Background: an optimization exercise with open tools, aiming at a short achievable clock period and few clock cycles. Do not read the settings as production practice.
The RTL was checked by simulation tests, not by an equivalence proof against the original design.
Power is estimated from default activity; no workload was simulated.

==> flow/design.v <==
module weird64 (
    input  wire        clk,
    input  wire        rst,
    input  wire        bus_valid,
    input  wire        bus_write,
    input  wire [7:0]  bus_addr,
    input  wire [2:0]  bus_size,
    input  wire [31:0] bus_wdata,
    output reg  [31:0] bus_rdata,
    output wire        bus_err,
    output wire        irq
);
    localparam [1:0] CMD_ENC = 2'd1, CMD_DEC = 2'd2, CMD_CFG = 2'd3, CMD_ILL = 2'd0;
    integer i, j;
    function [7:0] fold;
        input [7:0] b;
        fold = (b >= 8'h61 && b <= 8'h7A) ? b - 8'h20 : b;
    endfunction
    function [5:0] canon_idx;
        input [7:0] c;
        reg [7:0] t;
        begin
            t = 8'd0;
            canon_idx = 6'd0;
            if (c >= 8'h30 && c <= 8'h39)      begin t = c - 8'h30;          canon_idx = {1'b1, t[4:0]}; end
            else if (c >= 8'h41 && c <= 8'h48) begin t = c - 8'h41 + 8'd10; canon_idx = {1'b1, t[4:0]}; end
            else if (c == 8'h4A || c == 8'h4B) begin t = c - 8'h4A + 8'd18; canon_idx = {1'b1, t[4:0]}; end
            else if (c == 8'h4D || c == 8'h4E) begin t = c - 8'h4D + 8'd20; canon_idx = {1'b1, t[4:0]}; end
            else if (c >= 8'h50 && c <= 8'h54) begin t = c - 8'h50 + 8'd22; canon_idx = {1'b1, t[4:0]}; end
            else if (c >= 8'h56 && c <= 8'h5A) begin t = c - 8'h56 + 8'd27; canon_idx = {1'b1, t[4:0]}; end
        end
    endfunction
    function [6:0] dec_class;
        input [7:0] b;
        reg [7:0] ub;
        reg [5:0] ci;
        begin
            ub = fold(b);
            ci = canon_idx(ub);
            if (ub == 8'h4F)                    dec_class = {2'b10, 5'd0};
            else if (ub == 8'h49 || ub == 8'h4C) dec_class = {2'b10, 5'd1};
            else if (ci[5])                     dec_class = {2'b10, ci[4:0]};
            else if (b == 8'h24 || b == 8'h2A || b == 8'h3D ||
                     b == 8'h55 || b == 8'h75 || b == 8'h7E)
                                                dec_class = {2'b01, 5'd0};
            else                                dec_class = {2'b00, 5'd0};
        end
    endfunction
    reg        busy, done, errf, drop, done_ie;
    reg [2:0]  ei_code;
    reg [4:0]  ei_pos;
    reg [7:0]  ei_byte;
    reg [31:0] val_lo, val_hi, res_lo, res_hi, in_len, salt_len;
    reg [3:0]  out_len;
    reg [6:0]  out_sym [0:12];   
    reg [31:0] in_text  [0:3];
    reg [31:0] salt     [0:3];
    reg [31:0] perm     [0:7];
    reg [1:0]  cmd;
    reg [6:0]  a_perm [0:31];    
    reg [4:0]  a_inv  [0:31];    
    reg [4:0]  a_ks   [0:12];    
    wire [7:0] in_byte   [0:15];
    wire [7:0] perm_byte [0:31];
    wire [7:0] salt_byte [0:15];
    genvar g;
    generate
        for (g = 0; g < 16; g = g + 1) begin : g_in
            assign in_byte[g]   = in_text[g/4][8*(g%4) +: 8];
            assign salt_byte[g] = salt[g/4][8*(g%4) +: 8];
        end
        for (g = 0; g < 32; g = g + 1) begin : g_perm
            assign perm_byte[g] = perm[g/4][8*(g%4) +: 8];
        end
    endgenerate
    wire ok_access = (bus_size == 3'd4) && (bus_addr[1:0] == 2'b00);
    assign bus_err = bus_valid & ~ok_access;
    wire wr = bus_valid & bus_write & ok_access;
    wire [31:0] out_word [0:3];
    generate
        for (g = 0; g < 4; g = g + 1) begin : g_ow
            if (g < 3) begin : full
                assign out_word[g] = {1'b0, out_sym[4*g+3], 1'b0, out_sym[4*g+2],
                                      1'b0, out_sym[4*g+1], 1'b0, out_sym[4*g]};
            end else begin : last
                assign out_word[g] = {25'h0, out_sym[12]};
            end
        end
    endgenerate
    always @(*) begin
        case (bus_addr[7:2])
            6'h00: bus_rdata = 32'h5745_0007;
            6'h02: bus_rdata = {28'h0, drop, errf, done, busy};
            6'h03: bus_rdata = {31'h0, done_ie};
            6'h04: bus_rdata = {8'h0, ei_byte, 3'h0, ei_pos, 5'h0, ei_code};
            6'h05: bus_rdata = val_lo;
            6'h06: bus_rdata = val_hi;
            6'h07: bus_rdata = res_lo;
            6'h08: bus_rdata = res_hi;
            6'h09: bus_rdata = in_len;
            6'h0A: bus_rdata = {28'h0, out_len};
            6'h0B: bus_rdata = salt_len;
            6'h0C: bus_rdata = in_text[0];
            6'h0D: bus_rdata = in_text[1];
            6'h0E: bus_rdata = in_text[2];
            6'h0F: bus_rdata = in_text[3];
            6'h10: bus_rdata = out_word[0];
            6'h11: bus_rdata = out_word[1];
            6'h12: bus_rdata = out_word[2];
            6'h13: bus_rdata = out_word[3];
            6'h14: bus_rdata = salt[0];
            6'h15: bus_rdata = salt[1];
            6'h16: bus_rdata = salt[2];
            6'h17: bus_rdata = salt[3];
            6'h18: bus_rdata = perm[0];
            6'h19: bus_rdata = perm[1];
            6'h1A: bus_rdata = perm[2];
            6'h1B: bus_rdata = perm[3];
            6'h1C: bus_rdata = perm[4];
            6'h1D: bus_rdata = perm[5];
            6'h1E: bus_rdata = perm[6];
            6'h1F: bus_rdata = perm[7];
            default: bus_rdata = 32'h0;
        endcase
        if (!ok_access) bus_rdata = 32'h0;
    end
    assign irq = done & done_ie;
    wire is_data_reg = (bus_addr == 8'h14) || (bus_addr == 8'h18) ||
                       (bus_addr == 8'h24) || (bus_addr == 8'h2C) ||
                       (bus_addr[7:4] == 4'h3) || (bus_addr[7:4] == 4'h5) ||
                       (bus_addr[7:5] == 3'b011);
    wire wr_ctrl   = wr && (bus_addr == 8'h04);
    wire wr_data   = wr && is_data_reg;
    wire wr_status = wr && (bus_addr == 8'h08);
    wire accept    = wr_ctrl && !busy && (bus_wdata != 32'h0);
    wire [63:0] v = {val_hi, val_lo};
    reg  [4:0]  e_dig [0:12];    
    reg  [3:0]  e_lz;            
    reg  [4:0]  e_nd  [0:12];    
    reg  [3:0]  e_n_c;
    reg  [4:0]  e_x_c [0:12];    
    reg  [12:0] e_v_c;           
    always @(*) begin
        e_dig[0] = {1'b0, v[63:60]};
        for (i = 1; i < 13; i = i + 1) e_dig[i] = v[64 - 5*i -: 5];
        e_lz = 4'd12;
        for (i = 11; i >= 0; i = i - 1) if (e_dig[i] != 5'd0) e_lz = i[3:0];
        for (i = 0; i < 13; i = i + 1) begin
            e_nd[i] = 5'd0;
            for (j = 0; j < 13; j = j + 1)
                if (j >= i && e_lz == (j - i)) e_nd[i] = e_dig[j];
            e_x_c[i] = e_nd[i] ^ a_ks[i];
            e_v_c[i] = (i + e_lz) < 13;
        end
        e_n_c = 4'd13 - e_lz;
    end
    reg  [6:0]  d_cls [0:12];
    reg  [4:0]  d_dig [0:12];
    reg  [64:0] d_cat;
    reg  [63:0] d_res_c;
    reg         d_short;         
    reg  [3:0]  d_n;
    reg         d_fail_c;
    reg  [2:0]  d_code_c;
    reg  [3:0]  d_pos_c;
    reg  [7:0]  d_byte_c;
    always @(*) begin
        d_short = (in_len != 32'h0) && (in_len < 32'd14);
        d_n = in_len[3:0];
        for (i = 0; i < 13; i = i + 1) begin
            d_cls[i] = dec_class(in_byte[i]);
            d_dig[i] = a_inv[d_cls[i][4:0]] ^ a_ks[i];
            d_cat[64 - 5*i -: 5] = d_dig[i];
        end
        d_res_c = 64'h0;
        for (i = 1; i < 14; i = i + 1)
            if (d_n == i) d_res_c = d_cat >> (5 * (13 - i));
        d_fail_c = 1'b0; d_code_c = 3'd0; d_pos_c = 4'd0; d_byte_c = 8'd0;
        if (in_len == 32'h0) begin
            d_fail_c = 1'b1; d_code_c = 3'd1;
        end else if (!d_short) begin
            d_fail_c = 1'b1; d_code_c = 3'd2;
        end else begin
            for (i = 12; i >= 0; i = i - 1)
                if (i < d_n && !d_cls[i][6]) begin
                    d_fail_c = 1'b1;
                    d_code_c = d_cls[i][5] ? 3'd4 : 3'd3;
                    d_pos_c  = i[3:0];
                    d_byte_c = in_byte[i];
                end
        end
    end
    reg  [5:0]  c_ci   [0:31];
    reg  [31:0] c_bad;
    reg         c_fail_c;
    reg  [2:0]  c_code_c;
    reg  [4:0]  c_pos_c;
    reg  [7:0]  c_byte_c;
    reg  [6:0]  c_perm_c [0:31];
    reg  [4:0]  c_inv_c  [0:31];
    reg  [4:0]  c_ks_c   [0:12];
    reg  [7:0]  c_fb;
    always @(*) begin
        for (i = 0; i < 32; i = i + 1) begin
            c_fb = fold(perm_byte[i]);
            c_perm_c[i] = c_fb[6:0];
            c_ci[i] = canon_idx(c_fb);
        end
        for (i = 0; i < 32; i = i + 1) begin
            c_bad[i] = !c_ci[i][5];
            for (j = 0; j < i; j = j + 1)
                if (c_ci[j][4:0] == c_ci[i][4:0]) c_bad[i] = 1'b1;
        end
        c_fail_c = 1'b0; c_code_c = 3'd0; c_pos_c = 5'd0; c_byte_c = 8'd0;
        if (c_bad != 32'h0) begin
            c_fail_c = 1'b1; c_code_c = 3'd5;
            for (i = 31; i >= 0; i = i - 1)
                if (c_bad[i]) begin
                    c_pos_c  = i[4:0];
                    c_byte_c = perm_byte[i];
                end
        end else if (salt_len == 32'h0) begin
            c_fail_c = 1'b1; c_code_c = 3'd6;
        end
        for (i = 0; i < 32; i = i + 1) begin
            c_inv_c[i] = 5'd0;
            for (j = 0; j < 32; j = j + 1)
                if (c_ci[j][4:0] == i) c_inv_c[i] = c_inv_c[i] | j[4:0];
        end
        for (i = 0; i < 13; i = i + 1) begin
            c_ks_c[i] = salt_byte[i][4:0];
            for (j = 1; j <= 12; j = j + 1)
                if (salt_len == j && i >= j) c_ks_c[i] = salt_byte[i % j][4:0];
        end
    end
    reg [3:0]  e_n;
    reg [4:0]  e_x [0:12];
    reg [12:0] e_v;
    reg [63:0] d_res;
    reg        d_fail;
    reg [2:0]  d_code;
    reg [3:0]  d_pos;
    reg [7:0]  d_byte;
    reg        c_fail;
    reg [2:0]  c_code;
    reg [4:0]  c_pos;
    reg [7:0]  c_byte;
    reg [6:0]  c_perm [0:31];
    reg [4:0]  c_inv  [0:31];
    reg [4:0]  c_ks   [0:12];
    always @(posedge clk) begin
        e_n <= e_n_c;
        e_v <= e_v_c;
        for (i = 0; i < 13; i = i + 1) e_x[i] <= e_x_c[i];
        d_res <= d_res_c; d_fail <= d_fail_c; d_code <= d_code_c;
        d_pos <= d_pos_c; d_byte <= d_byte_c;
        c_fail <= c_fail_c; c_code <= c_code_c; c_pos <= c_pos_c; c_byte <= c_byte_c;
        for (i = 0; i < 32; i = i + 1) begin
            c_perm[i] <= c_perm_c[i];
            c_inv[i]  <= c_inv_c[i];
        end
        for (i = 0; i < 13; i = i + 1) c_ks[i] <= c_ks_c[i];
    end
    always @(posedge clk) begin
        if (rst) begin
            busy <= 1'b0; done <= 1'b0; errf <= 1'b0; drop <= 1'b0; done_ie <= 1'b0;
            ei_code <= 3'h0; ei_pos <= 5'h0; ei_byte <= 8'h0;
            val_lo <= 32'h0; val_hi <= 32'h0; res_lo <= 32'h0; res_hi <= 32'h0;
            in_len <= 32'h0; salt_len <= 32'h1; out_len <= 4'h0;
            cmd <= CMD_ILL;
            for (i = 0; i < 4; i = i + 1) begin
                in_text[i] <= 32'h0; salt[i] <= 32'h0;
            end
            for (i = 0; i < 13; i = i + 1) out_sym[i] <= 7'h0;
            perm[0] <= 32'h3332_3130; perm[1] <= 32'h3736_3534;
            perm[2] <= 32'h4241_3938; perm[3] <= 32'h4645_4443;
            perm[4] <= 32'h4B4A_4847; perm[5] <= 32'h5150_4E4D;
            perm[6] <= 32'h5654_5352; perm[7] <= 32'h5A59_5857;
            for (i = 0; i < 32; i = i + 1) a_inv[i] <= i[4:0];
            a_perm[0]  <= "0"; a_perm[1]  <= "1"; a_perm[2]  <= "2"; a_perm[3]  <= "3";
            a_perm[4]  <= "4"; a_perm[5]  <= "5"; a_perm[6]  <= "6"; a_perm[7]  <= "7";
            a_perm[8]  <= "8"; a_perm[9]  <= "9"; a_perm[10] <= "A"; a_perm[11] <= "B";
            a_perm[12] <= "C"; a_perm[13] <= "D"; a_perm[14] <= "E"; a_perm[15] <= "F";
            a_perm[16] <= "G"; a_perm[17] <= "H"; a_perm[18] <= "J"; a_perm[19] <= "K";
            a_perm[20] <= "M"; a_perm[21] <= "N"; a_perm[22] <= "P"; a_perm[23] <= "Q";
            a_perm[24] <= "R"; a_perm[25] <= "S"; a_perm[26] <= "T"; a_perm[27] <= "V";
            a_perm[28] <= "W"; a_perm[29] <= "X"; a_perm[30] <= "Y"; a_perm[31] <= "Z";
            for (i = 0; i < 13; i = i + 1) a_ks[i] <= 5'h0;
        end else begin
            if (wr && bus_addr == 8'h0C) done_ie <= bus_wdata[0];
            if (wr_status) begin
                if (bus_wdata[1]) done <= 1'b0;
                if (bus_wdata[3]) drop <= 1'b0;
            end
            if ((wr_ctrl || wr_data) && busy) drop <= 1'b1;
            if (wr_data && !busy) begin
                case (bus_addr)
                    8'h14: val_lo   <= bus_wdata;
                    8'h18: val_hi   <= bus_wdata;
                    8'h24: in_len   <= bus_wdata;
                    8'h2C: salt_len <= bus_wdata;
                    default: begin
                        if (bus_addr[7:4] == 4'h3)   in_text[bus_addr[3:2]] <= bus_wdata;
                        if (bus_addr[7:4] == 4'h5)   salt[bus_addr[3:2]]    <= bus_wdata;
                        if (bus_addr[7:5] == 3'b011) perm[bus_addr[4:2]]    <= bus_wdata;
                    end
                endcase
            end
            if (accept) begin
                busy <= 1'b1;
                done <= 1'b0;
                errf <= 1'b0;
                if (bus_wdata == 32'h1)      cmd <= CMD_ENC;
                else if (bus_wdata == 32'h2) cmd <= CMD_DEC;
                else if (bus_wdata == 32'h3) cmd <= CMD_CFG;
                else                         cmd <= CMD_ILL;
            end
            if (busy) begin
                busy <= 1'b0;
                done <= 1'b1;
                case (cmd)
                    CMD_ENC: begin
                        errf    <= 1'b0;
                        ei_code <= 3'd0; ei_pos <= 5'd0; ei_byte <= 8'd0;
                        out_len <= e_n;
                        for (i = 0; i < 13; i = i + 1)
                            out_sym[i] <= e_v[i] ? a_perm[e_x[i]] : 7'h0;
                    end
                    CMD_DEC: begin
                        errf    <= d_fail;
                        ei_code <= d_code; ei_pos <= {1'b0, d_pos}; ei_byte <= d_byte;
                        res_lo  <= d_fail ? 32'h0 : d_res[31:0];
                        res_hi  <= d_fail ? 32'h0 : d_res[63:32];
                    end
                    CMD_CFG: begin
                        errf    <= c_fail;
                        ei_code <= c_code; ei_pos <= c_pos; ei_byte <= c_byte;
                        if (!c_fail) begin
                            for (i = 0; i < 32; i = i + 1) begin
                                a_perm[i] <= c_perm[i];
                                a_inv[i]  <= c_inv[i];
                            end
                            for (i = 0; i < 13; i = i + 1) a_ks[i] <= c_ks[i];
                        end
                    end
                    default: begin
                        errf    <= 1'b1;
                        ei_code <= 3'd7; ei_pos <= 5'd0; ei_byte <= 8'd0;
                    end
                endcase
            end
        end
    end
endmodule
==> flow/flow/run.sh <==
#!/bin/bash
set -euo pipefail
bash standard.sh SETUP_SLACK_MARGIN=7.5 finish > standard_flow.log 2>&1
==> flow/standard.sh <==
#!/bin/bash
# synth_recipe.tcl (not shown) runs the flow's synth.tcl, then flattens the netlist and writes it again
# the make line also repeats each setting of config.mk as NAME=value (left out here)
make -C /OpenROAD-flow-scripts/flow DESIGN_CONFIG=/design/flow/config.mk WORK_HOME=/design/flow/orfs CLKGATE_MAP_FILE= SYNTH_SCRIPT=/design/flow/synth_recipe.tcl "${@:-finish}"
==> flow/config.mk <==
export PLATFORM = sky130hd
export DESIGN_NAME = weird64
export DESIGN_NICKNAME = weird64
export VERILOG_FILES = /design/flow/design.v
export SDC_FILE = /design/flow/constraint.sdc
export NUM_CORES = 4
export LEC_CHECK = 0
export CAP_MARGIN = 20
export CORE_MARGIN = 2
export CORE_UTILIZATION = 40
export SLEW_MARGIN = 20
==> flow/constraint.sdc <==
create_clock -name core_clock -period 15.0 [get_ports {clk}]
set_input_delay 3.0000 -clock core_clock [delete_from_list [all_inputs] [get_ports {clk}]]
set_output_delay 3.0000 -clock core_clock [all_outputs]
set_load 0.01 [all_outputs]
==> summary.txt <==
[what timing repair did]
| item | CTS |
|---|---|
| setup endpoints to repair | 1005 |
| pin swaps | 131 |
| buffers inserted | 173 |
| gates cloned | 30 |
| gates resized for setup | 635 |
[power by group through the flow]
stage	Sequential [mW]	Clock (mW)	Combinational (mW)
floorplan	5.66	0	3.63
global placement	5.89	0	6.29
detailed placement	5.89	0	6.31
CTS	5.75	5.43	6.48
[how the worst max path moves through the flow]
| stage | startpoint | endpoint | slack [ns] | depth (start not counted) |
|---|---|---|---|---|
| floorplan | bus_addr[2] | bus_rdata[3] | 7.49 | 10 |
| global placement | bus_addr[3] | bus_rdata[20] | 3.83 | 11 |
| detailed placement | bus_addr[2] | bus_rdata[22] | 3.88 | 13 |
| CTS | bus_addr[2] | bus_rdata[22] | 6.44 | 13 |
[metal layers]
layer	overflow	track usage
met2	2	0.831
met4	2	0.664
met5	0	0.257
met1	1	0.751
met3	0	0.577
[cell families after synthesis]
kind of cell,count (synthesis),share of synthesized area
flip-flops,1898,0.217
AND/OR/NAND/NOR,10500,0.259
adder cells (fa/ha/maj),600,0.0377
buffers and inverters,3003,0.0623
multiplexers,167,0.00870
XOR/XNOR,2385,0.105
AO/OA/AOI/OAI,8513,0.311
[stage by stage]
stage          hold slack [ns]  instances  utilization  setup slack [ns]  power (mW)
3_5_place_dp             0.418      32800        0.425              3.88        12.2
4_1_cts                  0.379      33400        0.448              6.44        17.7
3_3_place_gp             0.411      32800        0.424              3.83        12.2
2_1_floorplan            0.346      27100            -              7.49        9.29
==> metrics.json <==
{
  "outcome": {
    "outcome": "aborted with a tool error",
    "last-stage-reached": "global routing (5_1_grt)",
    "error_line": "[ERROR GRT-0116] Global routing finished with congestion. Check the congestion regions in the DRC Viewer."
  },
  "floorplanning": {
    "die_width_um": 709,
    "io_pins": 81,
    "floorplan.rows": 259,
    "floorplan.die.height_um": 709,
    "floorplan.initialDensity": 0.401
  },
  "clock_tree": {
    "cts-htree-levels": 4,
    "root_buffer": "sky130_fd_sc_hd__clkbuf_16",
    "clockBufferDepth": 4,
    "cts.sinks": 1898,
    "cts_inserted_buffers": 207,
    "post_cts_hold_buffer_count": 0
  },
  "synth": {
    "syn_nets": 27700,
    "count_of_unique_library_cells_instantiated_by_yosys": 148,
    "yosysWarningCount": 18,
    "synth-seq-area-share": 0.217,
    "synth_most_common_cell": "sky130_fd_sc_hd__nand2_1",
    "ys_seq_elements": 1898,
    "synth.cell_area_sq_um": 199000,
    "syn_inst": 27100,
    "synth_enable_flop_cells": 512,
    "synth_largest_type_area_fraction": 0.139,
    "post_synth_main_area_contributors": "sky130_fd_sc_hd__dfxtp_1 (14%), sky130_fd_sc_hd__xnor2_1 (8.3%), sky130_fd_sc_hd__edfxtp_1 (7.7%), sky130_fd_sc_hd__nand2_1 (6.1%), sky130_fd_sc_hd__nor2_1 (4.4%)",
    "asyncSetResetFlopFracSynth": 0,
    "syn_avg_cell_area_sq_um": 7.35,
    "synth_flop_cell": "sky130_fd_sc_hd__dfxtp_1",
    "synth_largest_area_cell": "sky130_fd_sc_hd__dfxtp_1",
    "yosys-top-cells-count": "sky130_fd_sc_hd__nand2_1 (3259), sky130_fd_sc_hd__nor2_1 (2354), sky130_fd_sc_hd__xnor2_1 (1895)"
  },
  "grt": {
    "grt_pass1_wl_um": 2430000,
    "grt_pass1_vias": 253000,
    "grt_max_degree": 168,
    "grt_overflow_total": 5,
    "grtUsageTotal": 0.711
  },
  "place": {
    "hpwl_um": 1230000,
    "detailed_place.area_sq_um": 211000,
    "portBuffers": 80,
    "gp_congestion": 1.23
  }
}
Testbench counts, summed over its fixed seeds: cycles 45,992.
